Background: an optimization exercise with open tools, aiming at small area, a short achievable clock period and few clock cycles per item. Do not read the settings as production practice.
Only the layout flow was run in this run; the RTL was not checked for function there.
Power is estimated from default activity; no workload was simulated.

--- design/flow/config.mk ---
export PLATFORM = sky130hd
export DESIGN_NAME = popcount_unit
export DESIGN_NICKNAME = popcount_unit
export VERILOG_FILES = /design/flow/design.v
export SDC_FILE = /design/flow/constraint.sdc
export NUM_CORES = 4
export LEC_CHECK = 0
export CAP_MARGIN = 20
export CORE_MARGIN = 2
export CORE_UTILIZATION = 40
export SLEW_MARGIN = 20
export SYNTH_HIERARCHICAL = 1
export SYNTH_MINIMUM_KEEP_SIZE = 0
--- design/flow/run.sh ---
#!/bin/bash
# synth_recipe.tcl (not shown) runs the flow's synth.tcl, then flattens the netlist and writes it again
# the make line also repeats each setting of config.mk as NAME=value (left out here)
make -C /OpenROAD-flow-scripts/flow DESIGN_CONFIG=/design/flow/config.mk WORK_HOME=/design/flow/orfs CLKGATE_MAP_FILE= SYNTH_SCRIPT=/design/flow/synth_recipe.tcl finish
--- design/flow/constraint.sdc ---
create_clock -name core_clock -period 7.0 [get_ports {clk}]
set_input_delay 1.4000 -clock core_clock [delete_from_list [all_inputs] [get_ports {clk}]]
set_output_delay 1.4000 -clock core_clock [all_outputs]
set_load 0.01 [all_outputs]
--- design/flow/design.v ---
module popcount_unit (
    input  wire         clk,
    input  wire         rst,         
    input  wire         in_valid,
    input  wire [1:0]   op,          
    input  wire [127:0] operand,
    output reg          out_valid,
    output reg  [7:0]   result,
    output reg          valid,
    output reg          illegal,
    output reg  [2:0]   strategy
);
    wire fs1;
    wire fc2;
    wire fs3;
    wire fc4;
    wire fs5;
    wire fc6;
    wire fs7;
    wire fc8;
    wire fs9;
    wire fc10;
    wire fs11;
    wire fc12;
    wire fs13;
    wire fc14;
    wire fs15;
    wire fc16;
    wire fs17;
    wire fc18;
    wire fs19;
    wire fc20;
    wire fs21;
    wire fc22;
    wire fs23;
    wire fc24;
    wire fs25;
    wire fc26;
    wire fs27;
    wire fc28;
    wire fs29;
    wire fc30;
    wire fs31;
    wire fc32;
    wire fs33;
    wire fc34;
    wire fs35;
    wire fc36;
    wire fs37;
    wire fc38;
    wire fs39;
    wire fc40;
    wire fs41;
    wire fc42;
    wire fs43;
    wire fc44;
    wire fs45;
    wire fc46;
    wire fs47;
    wire fc48;
    wire fs49;
    wire fc50;
    wire fs51;
    wire fc52;
    wire fs53;
    wire fc54;
    wire fs55;
    wire fc56;
    wire fs57;
    wire fc58;
    wire fs59;
    wire fc60;
    wire fs61;
    wire fc62;
    wire fs63;
    wire fc64;
    wire fs65;
    wire fc66;
    wire fs67;
    wire fc68;
    wire fs69;
    wire fc70;
    wire fs71;
    wire fc72;
    wire fs73;
    wire fc74;
    wire fs75;
    wire fc76;
    wire fs77;
    wire fc78;
    wire fs79;
    wire fc80;
    wire fs81;
    wire fc82;
    wire fs83;
    wire fc84;
    wire fs85;
    wire fc86;
    wire fs87;
    wire fc88;
    wire fs89;
    wire fc90;
    wire fs91;
    wire fc92;
    wire fs93;
    wire fc94;
    wire fs95;
    wire fc96;
    wire fs97;
    wire fc98;
    wire fs99;
    wire fc100;
    wire fs101;
    wire fc102;
    wire fs103;
    wire fc104;
    wire fs105;
    wire fc106;
    wire fs107;
    wire fc108;
    wire fs109;
    wire fc110;
    wire fs111;
    wire fc112;
    wire fs113;
    wire fc114;
    wire fs115;
    wire fc116;
    wire fs117;
    wire fc118;
    wire fs119;
    wire fc120;
    wire fs121;
    wire fc122;
    wire fs123;
    wire fc124;
    wire fs125;
    wire fc126;
    wire fs127;
    wire fc128;
    wire fs129;
    wire fc130;
    wire fs131;
    wire fc132;
    wire fs133;
    wire fc134;
    wire fs135;
    wire fc136;
    wire fs137;
    wire fc138;
    wire fs139;
    wire fc140;
    wire fs141;
    wire fc142;
    wire fs143;
    wire fc144;
    wire fs145;
    wire fc146;
    wire fs147;
    wire fc148;
    wire fs149;
    wire fc150;
    wire fs151;
    wire fc152;
    wire fs153;
    wire fc154;
    wire fs155;
    wire fc156;
    wire fs157;
    wire fc158;
    wire fs159;
    wire fc160;
    wire fs161;
    wire fc162;
    wire fs163;
    wire fc164;
    wire fs165;
    wire fc166;
    wire fs167;
    wire fc168;
    wire fs169;
    wire fc170;
    wire fs171;
    wire fc172;
    wire fs173;
    wire fc174;
    wire fs175;
    wire fc176;
    wire fs177;
    wire fc178;
    wire fs179;
    wire fc180;
    wire fs181;
    wire fc182;
    wire fs183;
    wire fc184;
    wire fs185;
    wire fc186;
    wire fs187;
    wire fc188;
    wire fs189;
    wire fc190;
    wire fs191;
    wire fc192;
    wire fs193;
    wire fc194;
    wire fs195;
    wire fc196;
    wire fs197;
    wire fc198;
    wire fs199;
    wire fc200;
    wire fs201;
    wire fc202;
    wire es203;
    wire ez204;
    wire es205;
    wire ez206;
    wire es207;
    wire ez208;
    wire es209;
    wire ez210;
    wire es211;
    wire ez212;
    wire es213;
    wire ez214;
    wire es215;
    wire ez216;
    wire es217;
    wire ez218;
    wire es219;
    wire ez220;
    wire es221;
    wire ez222;
    wire es223;
    wire ez224;
    wire es225;
    wire ez226;
    wire es227;
    wire ez228;
    wire es229;
    wire ez230;
    wire es231;
    wire ez232;
    wire es233;
    wire ez234;
    wire es235;
    wire ez236;
    wire es237;
    wire ez238;
    wire es239;
    wire ez240;
    wire es241;
    wire ez242;
    wire es243;
    wire ez244;
    wire es245;
    wire ez246;
    wire es247;
    wire ez248;
    wire es249;
    wire ez250;
    wire es251;
    wire ez252;
    wire es253;
    wire ez254;
    wire es255;
    wire ez256;
    wire es257;
    wire ez258;
    wire es259;
    wire ez260;
    wire es261;
    wire ez262;
    wire es263;
    wire ez264;
    wire es265;
    wire ez266;
    wire es267;
    wire ez268;
    wire es269;
    wire ez270;
    wire es271;
    wire ez272;
    wire es273;
    wire ez274;
    wire es275;
    wire ez276;
    wire es277;
    wire ez278;
    wire es279;
    wire ez280;
    wire es281;
    wire ez282;
    wire es283;
    wire ez284;
    wire es285;
    wire ez286;
    wire es287;
    wire ez288;
    wire es289;
    wire ez290;
    wire es291;
    wire ez292;
    wire es293;
    wire ez294;
    wire es295;
    wire ez296;
    wire es297;
    wire ez298;
    wire es299;
    wire ez300;
    wire es301;
    wire ez302;
    wire es303;
    wire ez304;
    wire es305;
    wire ez306;
    wire es307;
    wire ez308;
    wire es309;
    wire ez310;
    wire es311;
    wire ez312;
    wire es313;
    wire ez314;
    wire es315;
    wire ez316;
    wire es317;
    wire ez318;
    wire es319;
    wire ez320;
    wire es321;
    wire ez322;
    wire es323;
    wire ez324;
    wire es325;
    wire ez326;
    wire es327;
    wire ez328;
    wire es329;
    wire ez330;
    wire es331;
    wire ez332;
    wire em333;
    wire es334;
    wire ez335;
    wire em336;
    wire es337;
    wire ez338;
    wire em339;
    wire es340;
    wire ez341;
    wire em342;
    wire es343;
    wire ez344;
    wire em345;
    wire es346;
    wire ez347;
    wire em348;
    wire es349;
    wire ez350;
    wire em351;
    wire es352;
    wire ez353;
    wire em354;
    wire es355;
    wire ez356;
    wire em357;
    wire es358;
    wire ez359;
    wire em360;
    wire es361;
    wire ez362;
    wire em363;
    wire es364;
    wire ez365;
    wire em366;
    wire es367;
    wire ez368;
    wire em369;
    wire es370;
    wire ez371;
    wire em372;
    wire es373;
    wire ez374;
    wire em375;
    wire es376;
    wire ez377;
    wire em378;
    wire es379;
    wire ez380;
    wire em381;
    wire es382;
    wire ez383;
    wire em384;
    wire es385;
    wire ez386;
    wire em387;
    wire es388;
    wire ez389;
    wire em390;
    wire es391;
    wire ez392;
    wire em393;
    wire es394;
    wire ez395;
    wire em396;
    wire es397;
    wire ez398;
    wire em399;
    wire es400;
    wire ez401;
    wire em402;
    wire es403;
    wire ez404;
    wire em405;
    wire es406;
    wire ez407;
    wire em408;
    wire es409;
    wire ez410;
    wire em411;
    wire es412;
    wire ez413;
    wire em414;
    wire es415;
    wire ez416;
    wire em417;
    wire es418;
    wire ez419;
    wire em420;
    wire es421;
    wire ez422;
    wire em423;
    wire es424;
    wire ez425;
    wire em426;
    wire es427;
    wire ez428;
    wire em429;
    wire em430;
    wire es431;
    wire ez432;
    wire em433;
    wire em434;
    wire es435;
    wire ez436;
    wire em437;
    wire em438;
    wire es439;
    wire ez440;
    wire em441;
    wire em442;
    wire es443;
    wire ez444;
    wire em445;
    wire em446;
    wire es447;
    wire ez448;
    wire em449;
    wire em450;
    wire es451;
    wire ez452;
    wire em453;
    wire em454;
    wire es455;
    wire ez456;
    wire em457;
    wire em458;
    wire es459;
    wire ez460;
    wire em461;
    wire em462;
    wire es463;
    wire ez464;
    wire em465;
    wire em466;
    wire es467;
    wire ez468;
    wire em469;
    wire em470;
    wire es471;
    wire ez472;
    wire em473;
    wire em474;
    wire es475;
    wire ez476;
    wire em477;
    wire em478;
    wire es479;
    wire ez480;
    wire em481;
    wire em482;
    wire es483;
    wire ez484;
    wire em485;
    wire em486;
    wire es487;
    wire ez488;
    wire em489;
    wire em490;
    wire es491;
    wire ez492;
    wire em493;
    wire em494;
    wire em495;
    wire es496;
    wire ez497;
    wire em498;
    wire em499;
    wire em500;
    wire es501;
    wire ez502;
    wire em503;
    wire em504;
    wire em505;
    wire es506;
    wire ez507;
    wire em508;
    wire em509;
    wire em510;
    wire es511;
    wire ez512;
    wire em513;
    wire em514;
    wire em515;
    wire es516;
    wire ez517;
    wire em518;
    wire em519;
    wire em520;
    wire es521;
    wire ez522;
    wire em523;
    wire em524;
    wire em525;
    wire es526;
    wire ez527;
    wire em528;
    wire em529;
    wire em530;
    wire es531;
    wire ez532;
    wire em533;
    wire em534;
    wire em535;
    wire em536;
    wire es537;
    wire ez538;
    wire em539;
    wire em540;
    wire em541;
    wire em542;
    wire es543;
    wire ez544;
    wire em545;
    wire em546;
    wire em547;
    wire em548;
    wire es549;
    wire ez550;
    wire em551;
    wire em552;
    wire em553;
    wire em554;
    wire fs555;
    wire fc556;
    wire fs557;
    wire fc558;
    wire fs559;
    wire fc560;
    wire fs561;
    wire fc562;
    wire fs563;
    wire fc564;
    wire fs565;
    wire fc566;
    wire fs567;
    wire fc568;
    wire fs569;
    wire fc570;
    wire fs571;
    wire fc572;
    wire fs573;
    wire fc574;
    wire fs575;
    wire fc576;
    wire fs577;
    wire fc578;
    wire fs579;
    wire fc580;
    wire fs581;
    wire fc582;
    wire fs583;
    wire fc584;
    wire fs585;
    wire fc586;
    wire fs587;
    wire fc588;
    wire fs589;
    wire fc590;
    wire fs591;
    wire fc592;
    wire es593;
    wire ez594;
    wire em595;
    wire em596;
    wire em597;
    wire em598;
    wire em599;
    wire es600;
    wire ez601;
    wire em602;
    wire em603;
    wire em604;
    wire em605;
    wire em606;
    wire es607;
    wire ez608;
    wire em609;
    wire em610;
    wire em611;
    wire em612;
    wire em613;
    wire em614;
    wire ispop615;
    wire isscan616;
    wire ra617;
    wire rb618;
    wire ra619;
    wire ra620;
    wire ra621;
    wire ra622;
    wire ra623;
    wire ra624;
    wire ra625;
    wire vl626;
    wire il627;
    reg pc0_r1_0;
    reg pc0_r1_1;
    reg pc1_r1_2;
    reg pc1_r1_3;
    reg pc1_r1_4;
    reg pc1_r1_5;
    reg pc1_r1_6;
    reg pc1_r1_7;
    reg pc1_r1_8;
    reg pc2_r1_9;
    reg pc2_r1_10;
    reg pc2_r1_11;
    reg pc2_r1_12;
    reg pc2_r1_13;
    reg pc2_r1_14;
    reg pc2_r1_15;
    reg pc2_r1_16;
    reg pc2_r1_17;
    reg pc2_r1_18;
    reg pc3_r1_19;
    reg pc3_r1_20;
    reg pc3_r1_21;
    reg pc3_r1_22;
    reg pc3_r1_23;
    reg pc3_r1_24;
    reg pc3_r1_25;
    reg pc4_r1_26;
    reg ez_r1_27;
    reg ei_r1_28;
    reg ei_r1_29;
    reg ei_r1_30;
    reg ei_r1_31;
    reg ei_r1_32;
    reg ez_r1_33;
    reg ei_r1_34;
    reg ei_r1_35;
    reg ei_r1_36;
    reg ei_r1_37;
    reg ei_r1_38;
    reg ez_r1_39;
    reg ei_r1_40;
    reg ei_r1_41;
    reg ei_r1_42;
    reg ei_r1_43;
    reg ei_r1_44;
    reg ez_r1_45;
    reg ei_r1_46;
    reg ei_r1_47;
    reg ei_r1_48;
    reg ei_r1_49;
    reg ei_r1_50;
    reg op0_r1_51;
    reg op1_r1_52;
    reg ra0_r2_53;
    reg rb0_r2_54;
    reg ra1_r2_55;
    reg ra2_r2_56;
    reg ra3_r2_57;
    reg ra4_r2_58;
    reg ra5_r2_59;
    reg ra6_r2_60;
    reg valid_r2_61;
    reg ill_r2_62;
    reg ispop_r2_63;
    reg vld_r1, vld_r2;
    fa3 u_fs1 (.a(operand[0]), .b(operand[100]), .c(operand[101]), .s(fs1), .co(fc2));
    fa3 u_fs3 (.a(operand[102]), .b(operand[103]), .c(operand[104]), .s(fs3), .co(fc4));
    fa3 u_fs5 (.a(operand[105]), .b(operand[106]), .c(operand[107]), .s(fs5), .co(fc6));
    fa3 u_fs7 (.a(operand[108]), .b(operand[109]), .c(operand[10]), .s(fs7), .co(fc8));
    fa3 u_fs9 (.a(operand[110]), .b(operand[111]), .c(operand[112]), .s(fs9), .co(fc10));
    fa3 u_fs11 (.a(operand[113]), .b(operand[114]), .c(operand[115]), .s(fs11), .co(fc12));
    fa3 u_fs13 (.a(operand[116]), .b(operand[117]), .c(operand[118]), .s(fs13), .co(fc14));
    fa3 u_fs15 (.a(operand[119]), .b(operand[11]), .c(operand[120]), .s(fs15), .co(fc16));
    fa3 u_fs17 (.a(operand[121]), .b(operand[122]), .c(operand[123]), .s(fs17), .co(fc18));
    fa3 u_fs19 (.a(operand[124]), .b(operand[125]), .c(operand[126]), .s(fs19), .co(fc20));
    fa3 u_fs21 (.a(operand[127]), .b(operand[12]), .c(operand[13]), .s(fs21), .co(fc22));
    fa3 u_fs23 (.a(operand[14]), .b(operand[15]), .c(operand[16]), .s(fs23), .co(fc24));
    fa3 u_fs25 (.a(operand[17]), .b(operand[18]), .c(operand[19]), .s(fs25), .co(fc26));
    fa3 u_fs27 (.a(operand[1]), .b(operand[20]), .c(operand[21]), .s(fs27), .co(fc28));
    fa3 u_fs29 (.a(operand[22]), .b(operand[23]), .c(operand[24]), .s(fs29), .co(fc30));
    fa3 u_fs31 (.a(operand[25]), .b(operand[26]), .c(operand[27]), .s(fs31), .co(fc32));
    fa3 u_fs33 (.a(operand[28]), .b(operand[29]), .c(operand[2]), .s(fs33), .co(fc34));
    fa3 u_fs35 (.a(operand[30]), .b(operand[31]), .c(operand[32]), .s(fs35), .co(fc36));
    fa3 u_fs37 (.a(operand[33]), .b(operand[34]), .c(operand[35]), .s(fs37), .co(fc38));
    fa3 u_fs39 (.a(operand[36]), .b(operand[37]), .c(operand[38]), .s(fs39), .co(fc40));
    fa3 u_fs41 (.a(operand[39]), .b(operand[3]), .c(operand[40]), .s(fs41), .co(fc42));
    fa3 u_fs43 (.a(operand[41]), .b(operand[42]), .c(operand[43]), .s(fs43), .co(fc44));
    fa3 u_fs45 (.a(operand[44]), .b(operand[45]), .c(operand[46]), .s(fs45), .co(fc46));
    fa3 u_fs47 (.a(operand[47]), .b(operand[48]), .c(operand[49]), .s(fs47), .co(fc48));
    fa3 u_fs49 (.a(operand[4]), .b(operand[50]), .c(operand[51]), .s(fs49), .co(fc50));
    fa3 u_fs51 (.a(operand[52]), .b(operand[53]), .c(operand[54]), .s(fs51), .co(fc52));
    fa3 u_fs53 (.a(operand[55]), .b(operand[56]), .c(operand[57]), .s(fs53), .co(fc54));
    fa3 u_fs55 (.a(operand[58]), .b(operand[59]), .c(operand[5]), .s(fs55), .co(fc56));
    fa3 u_fs57 (.a(operand[60]), .b(operand[61]), .c(operand[62]), .s(fs57), .co(fc58));
    fa3 u_fs59 (.a(operand[63]), .b(operand[64]), .c(operand[65]), .s(fs59), .co(fc60));
    fa3 u_fs61 (.a(operand[66]), .b(operand[67]), .c(operand[68]), .s(fs61), .co(fc62));
    fa3 u_fs63 (.a(operand[69]), .b(operand[6]), .c(operand[70]), .s(fs63), .co(fc64));
    fa3 u_fs65 (.a(operand[71]), .b(operand[72]), .c(operand[73]), .s(fs65), .co(fc66));
    fa3 u_fs67 (.a(operand[74]), .b(operand[75]), .c(operand[76]), .s(fs67), .co(fc68));
    fa3 u_fs69 (.a(operand[77]), .b(operand[78]), .c(operand[79]), .s(fs69), .co(fc70));
    fa3 u_fs71 (.a(operand[7]), .b(operand[80]), .c(operand[81]), .s(fs71), .co(fc72));
    fa3 u_fs73 (.a(operand[82]), .b(operand[83]), .c(operand[84]), .s(fs73), .co(fc74));
    fa3 u_fs75 (.a(operand[85]), .b(operand[86]), .c(operand[87]), .s(fs75), .co(fc76));
    fa3 u_fs77 (.a(operand[88]), .b(operand[89]), .c(operand[8]), .s(fs77), .co(fc78));
    fa3 u_fs79 (.a(operand[90]), .b(operand[91]), .c(operand[92]), .s(fs79), .co(fc80));
    fa3 u_fs81 (.a(operand[93]), .b(operand[94]), .c(operand[95]), .s(fs81), .co(fc82));
    fa3 u_fs83 (.a(operand[96]), .b(operand[97]), .c(operand[98]), .s(fs83), .co(fc84));
    fa3 u_fs85 (.a(fc10), .b(fc12), .c(fc14), .s(fs85), .co(fc86));
    fa3 u_fs87 (.a(fc16), .b(fc18), .c(fc2), .s(fs87), .co(fc88));
    fa3 u_fs89 (.a(fc20), .b(fc22), .c(fc24), .s(fs89), .co(fc90));
    fa3 u_fs91 (.a(fc26), .b(fc28), .c(fc30), .s(fs91), .co(fc92));
    fa3 u_fs93 (.a(fc32), .b(fc34), .c(fc36), .s(fs93), .co(fc94));
    fa3 u_fs95 (.a(fc38), .b(fc4), .c(fc40), .s(fs95), .co(fc96));
    fa3 u_fs97 (.a(fc42), .b(fc44), .c(fc46), .s(fs97), .co(fc98));
    fa3 u_fs99 (.a(fc48), .b(fc50), .c(fc52), .s(fs99), .co(fc100));
    fa3 u_fs101 (.a(fc54), .b(fc56), .c(fc58), .s(fs101), .co(fc102));
    fa3 u_fs103 (.a(fc6), .b(fc60), .c(fc62), .s(fs103), .co(fc104));
    fa3 u_fs105 (.a(fc64), .b(fc66), .c(fc68), .s(fs105), .co(fc106));
    fa3 u_fs107 (.a(fc70), .b(fc72), .c(fc74), .s(fs107), .co(fc108));
    fa3 u_fs109 (.a(fc76), .b(fc78), .c(fc8), .s(fs109), .co(fc110));
    fa3 u_fs111 (.a(fc80), .b(fc82), .c(fc84), .s(fs111), .co(fc112));
    fa3 u_fs113 (.a(operand[99]), .b(operand[9]), .c(fs1), .s(fs113), .co(fc114));
    fa3 u_fs115 (.a(fs11), .b(fs13), .c(fs15), .s(fs115), .co(fc116));
    fa3 u_fs117 (.a(fs17), .b(fs19), .c(fs21), .s(fs117), .co(fc118));
    fa3 u_fs119 (.a(fs23), .b(fs25), .c(fs27), .s(fs119), .co(fc120));
    fa3 u_fs121 (.a(fs29), .b(fs3), .c(fs31), .s(fs121), .co(fc122));
    fa3 u_fs123 (.a(fs33), .b(fs35), .c(fs37), .s(fs123), .co(fc124));
    fa3 u_fs125 (.a(fs39), .b(fs41), .c(fs43), .s(fs125), .co(fc126));
    fa3 u_fs127 (.a(fs45), .b(fs47), .c(fs49), .s(fs127), .co(fc128));
    fa3 u_fs129 (.a(fs5), .b(fs51), .c(fs53), .s(fs129), .co(fc130));
    fa3 u_fs131 (.a(fs55), .b(fs57), .c(fs59), .s(fs131), .co(fc132));
    fa3 u_fs133 (.a(fs61), .b(fs63), .c(fs65), .s(fs133), .co(fc134));
    fa3 u_fs135 (.a(fs67), .b(fs69), .c(fs7), .s(fs135), .co(fc136));
    fa3 u_fs137 (.a(fs71), .b(fs73), .c(fs75), .s(fs137), .co(fc138));
    fa3 u_fs139 (.a(fs77), .b(fs79), .c(fs81), .s(fs139), .co(fc140));
    fa3 u_fs141 (.a(fc100), .b(fc102), .c(fc104), .s(fs141), .co(fc142));
    fa3 u_fs143 (.a(fc106), .b(fc108), .c(fc110), .s(fs143), .co(fc144));
    fa3 u_fs145 (.a(fc112), .b(fc86), .c(fc88), .s(fs145), .co(fc146));
    fa3 u_fs147 (.a(fc90), .b(fc92), .c(fc94), .s(fs147), .co(fc148));
    fa3 u_fs149 (.a(fc114), .b(fc116), .c(fc118), .s(fs149), .co(fc150));
    fa3 u_fs151 (.a(fc120), .b(fc122), .c(fc124), .s(fs151), .co(fc152));
    fa3 u_fs153 (.a(fc126), .b(fc128), .c(fc130), .s(fs153), .co(fc154));
    fa3 u_fs155 (.a(fc132), .b(fc134), .c(fc136), .s(fs155), .co(fc156));
    fa3 u_fs157 (.a(fc138), .b(fc140), .c(fs101), .s(fs157), .co(fc158));
    fa3 u_fs159 (.a(fs103), .b(fs105), .c(fs107), .s(fs159), .co(fc160));
    fa3 u_fs161 (.a(fs109), .b(fs111), .c(fs85), .s(fs161), .co(fc162));
    fa3 u_fs163 (.a(fs87), .b(fs89), .c(fs91), .s(fs163), .co(fc164));
    fa3 u_fs165 (.a(fs93), .b(fs95), .c(fs97), .s(fs165), .co(fc166));
    fa3 u_fs167 (.a(fs83), .b(fs9), .c(fs113), .s(fs167), .co(fc168));
    fa3 u_fs169 (.a(fs115), .b(fs117), .c(fs119), .s(fs169), .co(fc170));
    fa3 u_fs171 (.a(fs121), .b(fs123), .c(fs125), .s(fs171), .co(fc172));
    fa3 u_fs173 (.a(fs127), .b(fs129), .c(fs131), .s(fs173), .co(fc174));
    fa3 u_fs175 (.a(fs133), .b(fs135), .c(fs137), .s(fs175), .co(fc176));
    fa3 u_fs177 (.a(fc142), .b(fc144), .c(fc146), .s(fs177), .co(fc178));
    fa3 u_fs179 (.a(fc96), .b(fc98), .c(fc150), .s(fs179), .co(fc180));
    fa3 u_fs181 (.a(fc152), .b(fc154), .c(fc156), .s(fs181), .co(fc182));
    fa3 u_fs183 (.a(fc158), .b(fc160), .c(fc162), .s(fs183), .co(fc184));
    fa3 u_fs185 (.a(fc164), .b(fc166), .c(fs141), .s(fs185), .co(fc186));
    fa3 u_fs187 (.a(fs143), .b(fs145), .c(fs147), .s(fs187), .co(fc188));
    fa3 u_fs189 (.a(fs99), .b(fc168), .c(fc170), .s(fs189), .co(fc190));
    fa3 u_fs191 (.a(fc172), .b(fc174), .c(fc176), .s(fs191), .co(fc192));
    fa3 u_fs193 (.a(fs149), .b(fs151), .c(fs153), .s(fs193), .co(fc194));
    fa3 u_fs195 (.a(fs155), .b(fs157), .c(fs159), .s(fs195), .co(fc196));
    fa3 u_fs197 (.a(fs161), .b(fs163), .c(fs165), .s(fs197), .co(fc198));
    fa3 u_fs199 (.a(fs139), .b(fs167), .c(fs169), .s(fs199), .co(fc200));
    fa3 u_fs201 (.a(fs171), .b(fs173), .c(fs175), .s(fs201), .co(fc202));
    assign es203 = op[1] ? operand[1] : ~operand[0];
    assign ez204 = operand[0] | operand[1];
    assign es205 = op[1] ? operand[3] : ~operand[2];
    assign ez206 = operand[2] | operand[3];
    assign es207 = op[1] ? operand[5] : ~operand[4];
    assign ez208 = operand[4] | operand[5];
    assign es209 = op[1] ? operand[7] : ~operand[6];
    assign ez210 = operand[6] | operand[7];
    assign es211 = op[1] ? operand[9] : ~operand[8];
    assign ez212 = operand[8] | operand[9];
    assign es213 = op[1] ? operand[11] : ~operand[10];
    assign ez214 = operand[10] | operand[11];
    assign es215 = op[1] ? operand[13] : ~operand[12];
    assign ez216 = operand[12] | operand[13];
    assign es217 = op[1] ? operand[15] : ~operand[14];
    assign ez218 = operand[14] | operand[15];
    assign es219 = op[1] ? operand[17] : ~operand[16];
    assign ez220 = operand[16] | operand[17];
    assign es221 = op[1] ? operand[19] : ~operand[18];
    assign ez222 = operand[18] | operand[19];
    assign es223 = op[1] ? operand[21] : ~operand[20];
    assign ez224 = operand[20] | operand[21];
    assign es225 = op[1] ? operand[23] : ~operand[22];
    assign ez226 = operand[22] | operand[23];
    assign es227 = op[1] ? operand[25] : ~operand[24];
    assign ez228 = operand[24] | operand[25];
    assign es229 = op[1] ? operand[27] : ~operand[26];
    assign ez230 = operand[26] | operand[27];
    assign es231 = op[1] ? operand[29] : ~operand[28];
    assign ez232 = operand[28] | operand[29];
    assign es233 = op[1] ? operand[31] : ~operand[30];
    assign ez234 = operand[30] | operand[31];
    assign es235 = op[1] ? operand[33] : ~operand[32];
    assign ez236 = operand[32] | operand[33];
    assign es237 = op[1] ? operand[35] : ~operand[34];
    assign ez238 = operand[34] | operand[35];
    assign es239 = op[1] ? operand[37] : ~operand[36];
    assign ez240 = operand[36] | operand[37];
    assign es241 = op[1] ? operand[39] : ~operand[38];
    assign ez242 = operand[38] | operand[39];
    assign es243 = op[1] ? operand[41] : ~operand[40];
    assign ez244 = operand[40] | operand[41];
    assign es245 = op[1] ? operand[43] : ~operand[42];
    assign ez246 = operand[42] | operand[43];
    assign es247 = op[1] ? operand[45] : ~operand[44];
    assign ez248 = operand[44] | operand[45];
    assign es249 = op[1] ? operand[47] : ~operand[46];
    assign ez250 = operand[46] | operand[47];
    assign es251 = op[1] ? operand[49] : ~operand[48];
    assign ez252 = operand[48] | operand[49];
    assign es253 = op[1] ? operand[51] : ~operand[50];
    assign ez254 = operand[50] | operand[51];
    assign es255 = op[1] ? operand[53] : ~operand[52];
    assign ez256 = operand[52] | operand[53];
    assign es257 = op[1] ? operand[55] : ~operand[54];
    assign ez258 = operand[54] | operand[55];
    assign es259 = op[1] ? operand[57] : ~operand[56];
    assign ez260 = operand[56] | operand[57];
    assign es261 = op[1] ? operand[59] : ~operand[58];
    assign ez262 = operand[58] | operand[59];
    assign es263 = op[1] ? operand[61] : ~operand[60];
    assign ez264 = operand[60] | operand[61];
    assign es265 = op[1] ? operand[63] : ~operand[62];
    assign ez266 = operand[62] | operand[63];
    assign es267 = op[1] ? operand[65] : ~operand[64];
    assign ez268 = operand[64] | operand[65];
    assign es269 = op[1] ? operand[67] : ~operand[66];
    assign ez270 = operand[66] | operand[67];
    assign es271 = op[1] ? operand[69] : ~operand[68];
    assign ez272 = operand[68] | operand[69];
    assign es273 = op[1] ? operand[71] : ~operand[70];
    assign ez274 = operand[70] | operand[71];
    assign es275 = op[1] ? operand[73] : ~operand[72];
    assign ez276 = operand[72] | operand[73];
    assign es277 = op[1] ? operand[75] : ~operand[74];
    assign ez278 = operand[74] | operand[75];
    assign es279 = op[1] ? operand[77] : ~operand[76];
    assign ez280 = operand[76] | operand[77];
    assign es281 = op[1] ? operand[79] : ~operand[78];
    assign ez282 = operand[78] | operand[79];
    assign es283 = op[1] ? operand[81] : ~operand[80];
    assign ez284 = operand[80] | operand[81];
    assign es285 = op[1] ? operand[83] : ~operand[82];
    assign ez286 = operand[82] | operand[83];
    assign es287 = op[1] ? operand[85] : ~operand[84];
    assign ez288 = operand[84] | operand[85];
    assign es289 = op[1] ? operand[87] : ~operand[86];
    assign ez290 = operand[86] | operand[87];
    assign es291 = op[1] ? operand[89] : ~operand[88];
    assign ez292 = operand[88] | operand[89];
    assign es293 = op[1] ? operand[91] : ~operand[90];
    assign ez294 = operand[90] | operand[91];
    assign es295 = op[1] ? operand[93] : ~operand[92];
    assign ez296 = operand[92] | operand[93];
    assign es297 = op[1] ? operand[95] : ~operand[94];
    assign ez298 = operand[94] | operand[95];
    assign es299 = op[1] ? operand[97] : ~operand[96];
    assign ez300 = operand[96] | operand[97];
    assign es301 = op[1] ? operand[99] : ~operand[98];
    assign ez302 = operand[98] | operand[99];
    assign es303 = op[1] ? operand[101] : ~operand[100];
    assign ez304 = operand[100] | operand[101];
    assign es305 = op[1] ? operand[103] : ~operand[102];
    assign ez306 = operand[102] | operand[103];
    assign es307 = op[1] ? operand[105] : ~operand[104];
    assign ez308 = operand[104] | operand[105];
    assign es309 = op[1] ? operand[107] : ~operand[106];
    assign ez310 = operand[106] | operand[107];
    assign es311 = op[1] ? operand[109] : ~operand[108];
    assign ez312 = operand[108] | operand[109];
    assign es313 = op[1] ? operand[111] : ~operand[110];
    assign ez314 = operand[110] | operand[111];
    assign es315 = op[1] ? operand[113] : ~operand[112];
    assign ez316 = operand[112] | operand[113];
    assign es317 = op[1] ? operand[115] : ~operand[114];
    assign ez318 = operand[114] | operand[115];
    assign es319 = op[1] ? operand[117] : ~operand[116];
    assign ez320 = operand[116] | operand[117];
    assign es321 = op[1] ? operand[119] : ~operand[118];
    assign ez322 = operand[118] | operand[119];
    assign es323 = op[1] ? operand[121] : ~operand[120];
    assign ez324 = operand[120] | operand[121];
    assign es325 = op[1] ? operand[123] : ~operand[122];
    assign ez326 = operand[122] | operand[123];
    assign es327 = op[1] ? operand[125] : ~operand[124];
    assign ez328 = operand[124] | operand[125];
    assign es329 = op[1] ? operand[127] : ~operand[126];
    assign ez330 = operand[126] | operand[127];
    assign es331 = op[1] ? ez206 : ~ez204;
    assign ez332 = ez204 | ez206;
    assign em333 = es331 ? es205 : es203;
    assign es334 = op[1] ? ez210 : ~ez208;
    assign ez335 = ez208 | ez210;
    assign em336 = es334 ? es209 : es207;
    assign es337 = op[1] ? ez214 : ~ez212;
    assign ez338 = ez212 | ez214;
    assign em339 = es337 ? es213 : es211;
    assign es340 = op[1] ? ez218 : ~ez216;
    assign ez341 = ez216 | ez218;
    assign em342 = es340 ? es217 : es215;
    assign es343 = op[1] ? ez222 : ~ez220;
    assign ez344 = ez220 | ez222;
    assign em345 = es343 ? es221 : es219;
    assign es346 = op[1] ? ez226 : ~ez224;
    assign ez347 = ez224 | ez226;
    assign em348 = es346 ? es225 : es223;
    assign es349 = op[1] ? ez230 : ~ez228;
    assign ez350 = ez228 | ez230;
    assign em351 = es349 ? es229 : es227;
    assign es352 = op[1] ? ez234 : ~ez232;
    assign ez353 = ez232 | ez234;
    assign em354 = es352 ? es233 : es231;
    assign es355 = op[1] ? ez238 : ~ez236;
    assign ez356 = ez236 | ez238;
    assign em357 = es355 ? es237 : es235;
    assign es358 = op[1] ? ez242 : ~ez240;
    assign ez359 = ez240 | ez242;
    assign em360 = es358 ? es241 : es239;
    assign es361 = op[1] ? ez246 : ~ez244;
    assign ez362 = ez244 | ez246;
    assign em363 = es361 ? es245 : es243;
    assign es364 = op[1] ? ez250 : ~ez248;
    assign ez365 = ez248 | ez250;
    assign em366 = es364 ? es249 : es247;
    assign es367 = op[1] ? ez254 : ~ez252;
    assign ez368 = ez252 | ez254;
    assign em369 = es367 ? es253 : es251;
    assign es370 = op[1] ? ez258 : ~ez256;
    assign ez371 = ez256 | ez258;
    assign em372 = es370 ? es257 : es255;
    assign es373 = op[1] ? ez262 : ~ez260;
    assign ez374 = ez260 | ez262;
    assign em375 = es373 ? es261 : es259;
    assign es376 = op[1] ? ez266 : ~ez264;
    assign ez377 = ez264 | ez266;
    assign em378 = es376 ? es265 : es263;
    assign es379 = op[1] ? ez270 : ~ez268;
    assign ez380 = ez268 | ez270;
    assign em381 = es379 ? es269 : es267;
    assign es382 = op[1] ? ez274 : ~ez272;
    assign ez383 = ez272 | ez274;
    assign em384 = es382 ? es273 : es271;
    assign es385 = op[1] ? ez278 : ~ez276;
    assign ez386 = ez276 | ez278;
    assign em387 = es385 ? es277 : es275;
    assign es388 = op[1] ? ez282 : ~ez280;
    assign ez389 = ez280 | ez282;
    assign em390 = es388 ? es281 : es279;
    assign es391 = op[1] ? ez286 : ~ez284;
    assign ez392 = ez284 | ez286;
    assign em393 = es391 ? es285 : es283;
    assign es394 = op[1] ? ez290 : ~ez288;
    assign ez395 = ez288 | ez290;
    assign em396 = es394 ? es289 : es287;
    assign es397 = op[1] ? ez294 : ~ez292;
    assign ez398 = ez292 | ez294;
    assign em399 = es397 ? es293 : es291;
    assign es400 = op[1] ? ez298 : ~ez296;
    assign ez401 = ez296 | ez298;
    assign em402 = es400 ? es297 : es295;
    assign es403 = op[1] ? ez302 : ~ez300;
    assign ez404 = ez300 | ez302;
    assign em405 = es403 ? es301 : es299;
    assign es406 = op[1] ? ez306 : ~ez304;
    assign ez407 = ez304 | ez306;
    assign em408 = es406 ? es305 : es303;
    assign es409 = op[1] ? ez310 : ~ez308;
    assign ez410 = ez308 | ez310;
    assign em411 = es409 ? es309 : es307;
    assign es412 = op[1] ? ez314 : ~ez312;
    assign ez413 = ez312 | ez314;
    assign em414 = es412 ? es313 : es311;
    assign es415 = op[1] ? ez318 : ~ez316;
    assign ez416 = ez316 | ez318;
    assign em417 = es415 ? es317 : es315;
    assign es418 = op[1] ? ez322 : ~ez320;
    assign ez419 = ez320 | ez322;
    assign em420 = es418 ? es321 : es319;
    assign es421 = op[1] ? ez326 : ~ez324;
    assign ez422 = ez324 | ez326;
    assign em423 = es421 ? es325 : es323;
    assign es424 = op[1] ? ez330 : ~ez328;
    assign ez425 = ez328 | ez330;
    assign em426 = es424 ? es329 : es327;
    assign es427 = op[1] ? ez335 : ~ez332;
    assign ez428 = ez332 | ez335;
    assign em429 = es427 ? em336 : em333;
    assign em430 = es427 ? es334 : es331;
    assign es431 = op[1] ? ez341 : ~ez338;
    assign ez432 = ez338 | ez341;
    assign em433 = es431 ? em342 : em339;
    assign em434 = es431 ? es340 : es337;
    assign es435 = op[1] ? ez347 : ~ez344;
    assign ez436 = ez344 | ez347;
    assign em437 = es435 ? em348 : em345;
    assign em438 = es435 ? es346 : es343;
    assign es439 = op[1] ? ez353 : ~ez350;
    assign ez440 = ez350 | ez353;
    assign em441 = es439 ? em354 : em351;
    assign em442 = es439 ? es352 : es349;
    assign es443 = op[1] ? ez359 : ~ez356;
    assign ez444 = ez356 | ez359;
    assign em445 = es443 ? em360 : em357;
    assign em446 = es443 ? es358 : es355;
    assign es447 = op[1] ? ez365 : ~ez362;
    assign ez448 = ez362 | ez365;
    assign em449 = es447 ? em366 : em363;
    assign em450 = es447 ? es364 : es361;
    assign es451 = op[1] ? ez371 : ~ez368;
    assign ez452 = ez368 | ez371;
    assign em453 = es451 ? em372 : em369;
    assign em454 = es451 ? es370 : es367;
    assign es455 = op[1] ? ez377 : ~ez374;
    assign ez456 = ez374 | ez377;
    assign em457 = es455 ? em378 : em375;
    assign em458 = es455 ? es376 : es373;
    assign es459 = op[1] ? ez383 : ~ez380;
    assign ez460 = ez380 | ez383;
    assign em461 = es459 ? em384 : em381;
    assign em462 = es459 ? es382 : es379;
    assign es463 = op[1] ? ez389 : ~ez386;
    assign ez464 = ez386 | ez389;
    assign em465 = es463 ? em390 : em387;
    assign em466 = es463 ? es388 : es385;
    assign es467 = op[1] ? ez395 : ~ez392;
    assign ez468 = ez392 | ez395;
    assign em469 = es467 ? em396 : em393;
    assign em470 = es467 ? es394 : es391;
    assign es471 = op[1] ? ez401 : ~ez398;
    assign ez472 = ez398 | ez401;
    assign em473 = es471 ? em402 : em399;
    assign em474 = es471 ? es400 : es397;
    assign es475 = op[1] ? ez407 : ~ez404;
    assign ez476 = ez404 | ez407;
    assign em477 = es475 ? em408 : em405;
    assign em478 = es475 ? es406 : es403;
    assign es479 = op[1] ? ez413 : ~ez410;
    assign ez480 = ez410 | ez413;
    assign em481 = es479 ? em414 : em411;
    assign em482 = es479 ? es412 : es409;
    assign es483 = op[1] ? ez419 : ~ez416;
    assign ez484 = ez416 | ez419;
    assign em485 = es483 ? em420 : em417;
    assign em486 = es483 ? es418 : es415;
    assign es487 = op[1] ? ez425 : ~ez422;
    assign ez488 = ez422 | ez425;
    assign em489 = es487 ? em426 : em423;
    assign em490 = es487 ? es424 : es421;
    assign es491 = op[1] ? ez432 : ~ez428;
    assign ez492 = ez428 | ez432;
    assign em493 = es491 ? em433 : em429;
    assign em494 = es491 ? em434 : em430;
    assign em495 = es491 ? es431 : es427;
    assign es496 = op[1] ? ez440 : ~ez436;
    assign ez497 = ez436 | ez440;
    assign em498 = es496 ? em441 : em437;
    assign em499 = es496 ? em442 : em438;
    assign em500 = es496 ? es439 : es435;
    assign es501 = op[1] ? ez448 : ~ez444;
    assign ez502 = ez444 | ez448;
    assign em503 = es501 ? em449 : em445;
    assign em504 = es501 ? em450 : em446;
    assign em505 = es501 ? es447 : es443;
    assign es506 = op[1] ? ez456 : ~ez452;
    assign ez507 = ez452 | ez456;
    assign em508 = es506 ? em457 : em453;
    assign em509 = es506 ? em458 : em454;
    assign em510 = es506 ? es455 : es451;
    assign es511 = op[1] ? ez464 : ~ez460;
    assign ez512 = ez460 | ez464;
    assign em513 = es511 ? em465 : em461;
    assign em514 = es511 ? em466 : em462;
    assign em515 = es511 ? es463 : es459;
    assign es516 = op[1] ? ez472 : ~ez468;
    assign ez517 = ez468 | ez472;
    assign em518 = es516 ? em473 : em469;
    assign em519 = es516 ? em474 : em470;
    assign em520 = es516 ? es471 : es467;
    assign es521 = op[1] ? ez480 : ~ez476;
    assign ez522 = ez476 | ez480;
    assign em523 = es521 ? em481 : em477;
    assign em524 = es521 ? em482 : em478;
    assign em525 = es521 ? es479 : es475;
    assign es526 = op[1] ? ez488 : ~ez484;
    assign ez527 = ez484 | ez488;
    assign em528 = es526 ? em489 : em485;
    assign em529 = es526 ? em490 : em486;
    assign em530 = es526 ? es487 : es483;
    assign es531 = op[1] ? ez497 : ~ez492;
    assign ez532 = ez492 | ez497;
    assign em533 = es531 ? em498 : em493;
    assign em534 = es531 ? em499 : em494;
    assign em535 = es531 ? em500 : em495;
    assign em536 = es531 ? es496 : es491;
    assign es537 = op[1] ? ez507 : ~ez502;
    assign ez538 = ez502 | ez507;
    assign em539 = es537 ? em508 : em503;
    assign em540 = es537 ? em509 : em504;
    assign em541 = es537 ? em510 : em505;
    assign em542 = es537 ? es506 : es501;
    assign es543 = op[1] ? ez517 : ~ez512;
    assign ez544 = ez512 | ez517;
    assign em545 = es543 ? em518 : em513;
    assign em546 = es543 ? em519 : em514;
    assign em547 = es543 ? em520 : em515;
    assign em548 = es543 ? es516 : es511;
    assign es549 = op[1] ? ez527 : ~ez522;
    assign ez550 = ez522 | ez527;
    assign em551 = es549 ? em528 : em523;
    assign em552 = es549 ? em529 : em524;
    assign em553 = es549 ? em530 : em525;
    assign em554 = es549 ? es526 : es521;
    fa3 u_fs555 (.a(pc1_r1_2), .b(pc1_r1_3), .c(pc1_r1_4), .s(fs555), .co(fc556));
    fa3 u_fs557 (.a(pc1_r1_5), .b(pc1_r1_6), .c(pc1_r1_7), .s(fs557), .co(fc558));
    fa3 u_fs559 (.a(pc2_r1_10), .b(pc2_r1_11), .c(pc2_r1_12), .s(fs559), .co(fc560));
    fa3 u_fs561 (.a(pc2_r1_13), .b(pc2_r1_14), .c(pc2_r1_15), .s(fs561), .co(fc562));
    fa3 u_fs563 (.a(pc2_r1_16), .b(pc2_r1_17), .c(pc2_r1_18), .s(fs563), .co(fc564));
    fa3 u_fs565 (.a(pc3_r1_19), .b(pc3_r1_20), .c(pc3_r1_21), .s(fs565), .co(fc566));
    fa3 u_fs567 (.a(pc3_r1_22), .b(pc3_r1_23), .c(pc3_r1_24), .s(fs567), .co(fc568));
    fa3 u_fs569 (.a(pc2_r1_9), .b(fc556), .c(fc558), .s(fs569), .co(fc570));
    fa3 u_fs571 (.a(pc3_r1_25), .b(fc560), .c(fc562), .s(fs571), .co(fc572));
    fa3 u_fs573 (.a(pc4_r1_26), .b(fc566), .c(fc568), .s(fs573), .co(fc574));
    fa3 u_fs575 (.a(pc1_r1_8), .b(fs555), .c(fs557), .s(fs575), .co(fc576));
    fa3 u_fs577 (.a(fs559), .b(fs561), .c(fs563), .s(fs577), .co(fc578));
    fa3 u_fs579 (.a(fc564), .b(fs565), .c(fs567), .s(fs579), .co(fc580));
    fa3 u_fs581 (.a(fc570), .b(fc578), .c(fs571), .s(fs581), .co(fc582));
    fa3 u_fs583 (.a(fc572), .b(fc580), .c(fs573), .s(fs583), .co(fc584));
    fa3 u_fs585 (.a(fc576), .b(fs569), .c(fs577), .s(fs585), .co(fc586));
    fa3 u_fs587 (.a(fs579), .b(fc586), .c(fs581), .s(fs587), .co(fc588));
    fa3 u_fs589 (.a(fc582), .b(fs583), .c(fc588), .s(fs589), .co(fc590));
    fa3 u_fs591 (.a(fc574), .b(fc584), .c(fc590), .s(fs591), .co(fc592));
    assign es593 = op1_r1_52 ? ez_r1_33 : ~ez_r1_27;
    assign ez594 = ez_r1_27 | ez_r1_33;
    assign em595 = es593 ? ei_r1_34 : ei_r1_28;
    assign em596 = es593 ? ei_r1_35 : ei_r1_29;
    assign em597 = es593 ? ei_r1_36 : ei_r1_30;
    assign em598 = es593 ? ei_r1_37 : ei_r1_31;
    assign em599 = es593 ? ei_r1_38 : ei_r1_32;
    assign es600 = op1_r1_52 ? ez_r1_45 : ~ez_r1_39;
    assign ez601 = ez_r1_39 | ez_r1_45;
    assign em602 = es600 ? ei_r1_46 : ei_r1_40;
    assign em603 = es600 ? ei_r1_47 : ei_r1_41;
    assign em604 = es600 ? ei_r1_48 : ei_r1_42;
    assign em605 = es600 ? ei_r1_49 : ei_r1_43;
    assign em606 = es600 ? ei_r1_50 : ei_r1_44;
    assign es607 = op1_r1_52 ? ez601 : ~ez594;
    assign ez608 = ez594 | ez601;
    assign em609 = es607 ? em602 : em595;
    assign em610 = es607 ? em603 : em596;
    assign em611 = es607 ? em604 : em597;
    assign em612 = es607 ? em605 : em598;
    assign em613 = es607 ? em606 : em599;
    assign em614 = es607 ? es600 : es593;
    assign ispop615 = ~op1_r1_52 & ~op0_r1_51;
    assign isscan616 = (op1_r1_52 ^ op0_r1_51) & ez608;
    assign ra617 = (ispop615 & pc0_r1_0) | (isscan616 & em609);
    assign rb618 = ispop615 & pc0_r1_1;
    assign ra619 = (ispop615 & fs575) | (isscan616 & em610);
    assign ra620 = (ispop615 & fs585) | (isscan616 & em611);
    assign ra621 = (ispop615 & fs587) | (isscan616 & em612);
    assign ra622 = (ispop615 & fs589) | (isscan616 & em613);
    assign ra623 = (ispop615 & fs591) | (isscan616 & em614);
    assign ra624 = (ispop615 & fc592) | (isscan616 & es607);
    assign ra625 = 1'b0;
    assign vl626 = ispop615 | isscan616;
    assign il627 = op1_r1_52 & op0_r1_51;
    always @(posedge clk) begin
        pc0_r1_0 <= fs199;
        pc0_r1_1 <= fs201;
        pc1_r1_2 <= fc200;
        pc1_r1_3 <= fc202;
        pc1_r1_4 <= fs189;
        pc1_r1_5 <= fs191;
        pc1_r1_6 <= fs193;
        pc1_r1_7 <= fs195;
        pc1_r1_8 <= fs197;
        pc2_r1_9 <= fc190;
        pc2_r1_10 <= fc192;
        pc2_r1_11 <= fc194;
        pc2_r1_12 <= fc196;
        pc2_r1_13 <= fc198;
        pc2_r1_14 <= fs179;
        pc2_r1_15 <= fs181;
        pc2_r1_16 <= fs183;
        pc2_r1_17 <= fs185;
        pc2_r1_18 <= fs187;
        pc3_r1_19 <= fc148;
        pc3_r1_20 <= fs177;
        pc3_r1_21 <= fc180;
        pc3_r1_22 <= fc182;
        pc3_r1_23 <= fc184;
        pc3_r1_24 <= fc186;
        pc3_r1_25 <= fc188;
        pc4_r1_26 <= fc178;
        ez_r1_27 <= ez532;
        ei_r1_28 <= em533;
        ei_r1_29 <= em534;
        ei_r1_30 <= em535;
        ei_r1_31 <= em536;
        ei_r1_32 <= es531;
        ez_r1_33 <= ez538;
        ei_r1_34 <= em539;
        ei_r1_35 <= em540;
        ei_r1_36 <= em541;
        ei_r1_37 <= em542;
        ei_r1_38 <= es537;
        ez_r1_39 <= ez544;
        ei_r1_40 <= em545;
        ei_r1_41 <= em546;
        ei_r1_42 <= em547;
        ei_r1_43 <= em548;
        ei_r1_44 <= es543;
        ez_r1_45 <= ez550;
        ei_r1_46 <= em551;
        ei_r1_47 <= em552;
        ei_r1_48 <= em553;
        ei_r1_49 <= em554;
        ei_r1_50 <= es549;
        op0_r1_51 <= op[0];
        op1_r1_52 <= op[1];
        ra0_r2_53 <= ra617;
        rb0_r2_54 <= rb618;
        ra1_r2_55 <= ra619;
        ra2_r2_56 <= ra620;
        ra3_r2_57 <= ra621;
        ra4_r2_58 <= ra622;
        ra5_r2_59 <= ra623;
        ra6_r2_60 <= ra624;
        valid_r2_61 <= vl626;
        ill_r2_62 <= il627;
        ispop_r2_63 <= ispop615;
    end
    always @(posedge clk) begin
        if (rst) begin
            vld_r1 <= 1'b0;
            vld_r2 <= 1'b0;
        end else begin
            vld_r1 <= in_valid;
            vld_r2 <= vld_r1;
        end
    end
    wire [7:0] row_a = {1'b0, ra6_r2_60, ra5_r2_59, ra4_r2_58, ra3_r2_57, ra2_r2_56, ra1_r2_55, ra0_r2_53};
    wire [7:0] row_b = {1'b0, 1'b0, 1'b0, 1'b0, 1'b0, 1'b0, 1'b0, rb0_r2_54};
    wire [7:0] sum = row_a + row_b;
    always @* begin
        out_valid = vld_r2;
        result    = sum;
        valid     = valid_r2_61;
        illegal   = ill_r2_62;
        if (ispop_r2_63)
            strategy = (sum[7:4] == 4'd0) ? 3'b010 : 3'b001;
        else
            strategy = {1'b1, ill_r2_62, ill_r2_62};
    end
endmodule
module fa3 (input wire a, input wire b, input wire c, output wire s, output wire co);
    assign s  = a ^ b ^ c;
    assign co = (a & b) | (a & c) | (b & c);
endmodule
==> results.txt <==
Yosys cell counts, types with 12 or more instances:
library cell | n | share of area, %
dfxtp_1 | 66 | 18
nor4_1 | 27 | 2.3
nor2_1 | 47 | 2.4
or4_1 | 15 | 1.5
nand2b_1 | 30 | 2.6
clkbuf_1 | 12 | 0.61
a22oi_1 | 28 | 2.9
o21ai_0 | 43 | 2.9
mux2i_1 | 79 | 11
nand2_1 | 23 | 1.2
fa_1 | 120 | 33
o21bai_1 | 27 | 2.8
a21oi_1 | 14 | 0.95
routing by layer:
layer  GRT usage (%)  routed length [µm]
met5               0                   0
met4            4.32                 312
met3            2.96                1040
met2            39.3               10800
met1            31.1                9670
critical path: stages, from the launching register on:
cell and delay [ns]:
dfxtp_1 0.31, ha_1 0.19, ha_1 0.22, nand3_1 0.10, xnor2_1 0.15, nor2_1 0.08
or4b_2 0.60, o21ai_0 0.11, clkdlybuf4s50_1 0.56
logic make-up after synthesis:
family                     Yosys count  synth area share (%)
AOI/OAI and AO/OA                  187                  18.2
DFF                                 66                  18.0
and+or+nand+nor                    212                  16.6
xor gates and xnor gates             5                 0.596
buffers and inverters               32                  2.25
adders and majority gates          124                  33.3
muxes                               81                  11.1
final timing paths:
check / startpoint / endpoint / slack (ns)
min: vld_r1 / vld_r2 / 0.46
max: ra0_r2_53 / strategy[1] / 2.97
max reg2reg: pc2_r1_10 / ra6_r2_60 / 3.64
min reg2reg: vld_r1 / vld_r2 / 0.46
power by group through the flow:
stage | Clock, W | Sequential [W] | Combinational, W
final | 0.000438 | 0.000578 | 0.00162
after global placement | 0 | 0.000583 | 0.00156
after global routing | 0.000462 | 0.000587 | 0.00184
after detailed placement | 0 | 0.000587 | 0.00162
after CTS | 0.000444 | 0.000579 | 0.00162
after floorplan | 0 | 0.000561 | 0.000994
per-module statistics from Yosys, one instance, submodules excluded:
module         cell area [µm²]  flip-flops and latches  cells  times used
fa3                       20.0                       0      1         120
popcount_unit             4950                      66    587           1
through the flow:
| step | utilization [%] | worst slack [ns] | power, W |
|---|---|---|---|
| 3_5_place_dp | 49.9 | 2.75 | 0.00220 |
| 6_report | 51.6 | 2.97 | 0.00264 |
| 2_1_floorplan | - | 3.49 | 0.00156 |
| 3_3_place_gp | 49.9 | 2.76 | 0.00214 |
| 4_1_cts | 51.6 | 2.95 | 0.00264 |
| 5_1_grt | 51.6 | 2.79 | 0.00288 |
cell type report:
class	count	area [µm²]	share of cell area, %
timing repair buffer	150	1490	16.0
clock buffer	10	239	2.57
multi-input combinational	609	5870	63.1
inverter	9	33.8	0.364
sequential	66	1320	14.2
clock inverter	5	55.1	0.592
tap	229	287	3.08
==> results.txt <==
# fillers=1636; CP endpoint kind=primary output; yosys warns=7; Logic pwr share=between 60% and 70%; commonest non-fill, non-tap cells in the layout=clkdlybuf4s50_1 (145), fa_1 (120), mux2i_1 (79), dfxtp_1 (66), nor2_1 (47); Final #Nets=1102; Slew headroom=25.6%; H-tree depth=3; placeable core region=~18000 µm²; DP HPWL=18500 µm; remaining global-route overflow=0; commonest non-fill, non-tap cell in the layout=clkdlybuf4s50_1; post_cts resized=0; Routed Antenna Nets=0; Layout area overhead=26.4%; CTS Hold Bufs=0; ys flop type=dfxtp_1; row cnt=49; postcts setup bufs=0; antenna fix cells=0; placed cell areas=9000 µm²; Syn Inst Count=707; status=no timing/DRC/antenna violations; Vias=6381; mapped cell area=7350 µm²; clk latency of the worst-skew pair=0.33 ns; Die Ht=140 µm; Distinct cells, synth=67; Final Critical Period=4.03 ns; DIE AREA=19500 µm²; Initial Util=between 40% and 50%; CTS clk-pin slew, worst paths=approximately 0.050 ns; share of cells above drive strength 1=5.54%; Worst Tran Pin Value=about 1.1 ns; clk buf depth=2; Register-to-Register Path Depth=7; Clock Tree Root=clkbuf_16; Int Power=roughly 0.0016 W; Post-synth EDFFs=0; GRT Total Usage=22.7%; WS Path Type=flip-flop to primary output; Seq pwr share=21.9%; Worst EP required=5.60 ns; cts bufs inserted=9; fin cells=1078; Synth async-reset ratio=0%; syn_area_per_cell=around 10 µm²; Final Routed Wirelength=21900 µm; initial antenna violation count=0; Finished Cell Area=roughly 9300 µm²; Hold Violations, Final=0; I/O Pins=147; FF+latch count, synth=66; fin. max-slew vios=0; RSZ-0062 raised after global routing=false; die extent in x=between 100 and 150 µm; IR drop worst, VDD=428 µV; Final period util=57.6%; sequential area share after synthesis=around 18%; clock skew=between 0.005 and 0.006 ns; hold slack=0.456 ns; Initial DRC Count=451; CTS tree=yes; setup_tns=0 ns; placed cells=about 1.1k; Placer Congestion=between 0.9 and 1; fmax=0.248 GHz; DRC errors left=0; max-cap viol count=0; P_leak=approximately 3.4 nW; vias in the first global route=roughly 6.4k; first-pass GRT wire length=between 30000 and 40000 µm; Sw Share=between 30% and 40%; clock sinks=66; Routed WL per cell=20.3 µm; part of the power in the clock network=16.6%; Final Setup Violations=0; DRT Pass-1 Iters=5; Hold Path Cell Cnt=1; CP Max Fanout=3; Critical Path AT=2.63 ns; CP Launch Type=flip-flop; vias per cell=5.92; P per Cell Area=approximately 280 nW/µm²; input/output buffers=146; Mapped Nets=964; Hold Path Class=flip-flop to flip-flop; Net Sw Power=~0.0010 W; pin count of the biggest net entering global routing=83

[afterwards: timing with drivers on the ports]
In the flow no input, the clock included, has a driving cell. The finished layout below was timed again as built, in two steps. Step 1: set_driving_cell puts a clkbuf_16 on clk and a buf_2 on each other input, an assumption about the parent block. Step 2, shift: input delay + t, output delay - t, t = (earliest + latest rising clock arrival at the registers) / 2. This alone moves slack from input paths to output paths. a / b / c = ideal / step 1 / step 2; a / b = the first two.
t (ns): 0.360
setup slack, ns: 2.970 / 2.932 / 2.745
worst data-port slew with drivers (ns): 0.05
After both steps setup and hold are still met in this run. The setup slack of this run moves by -0.038 ns with the drivers and by -0.225 ns with both steps.
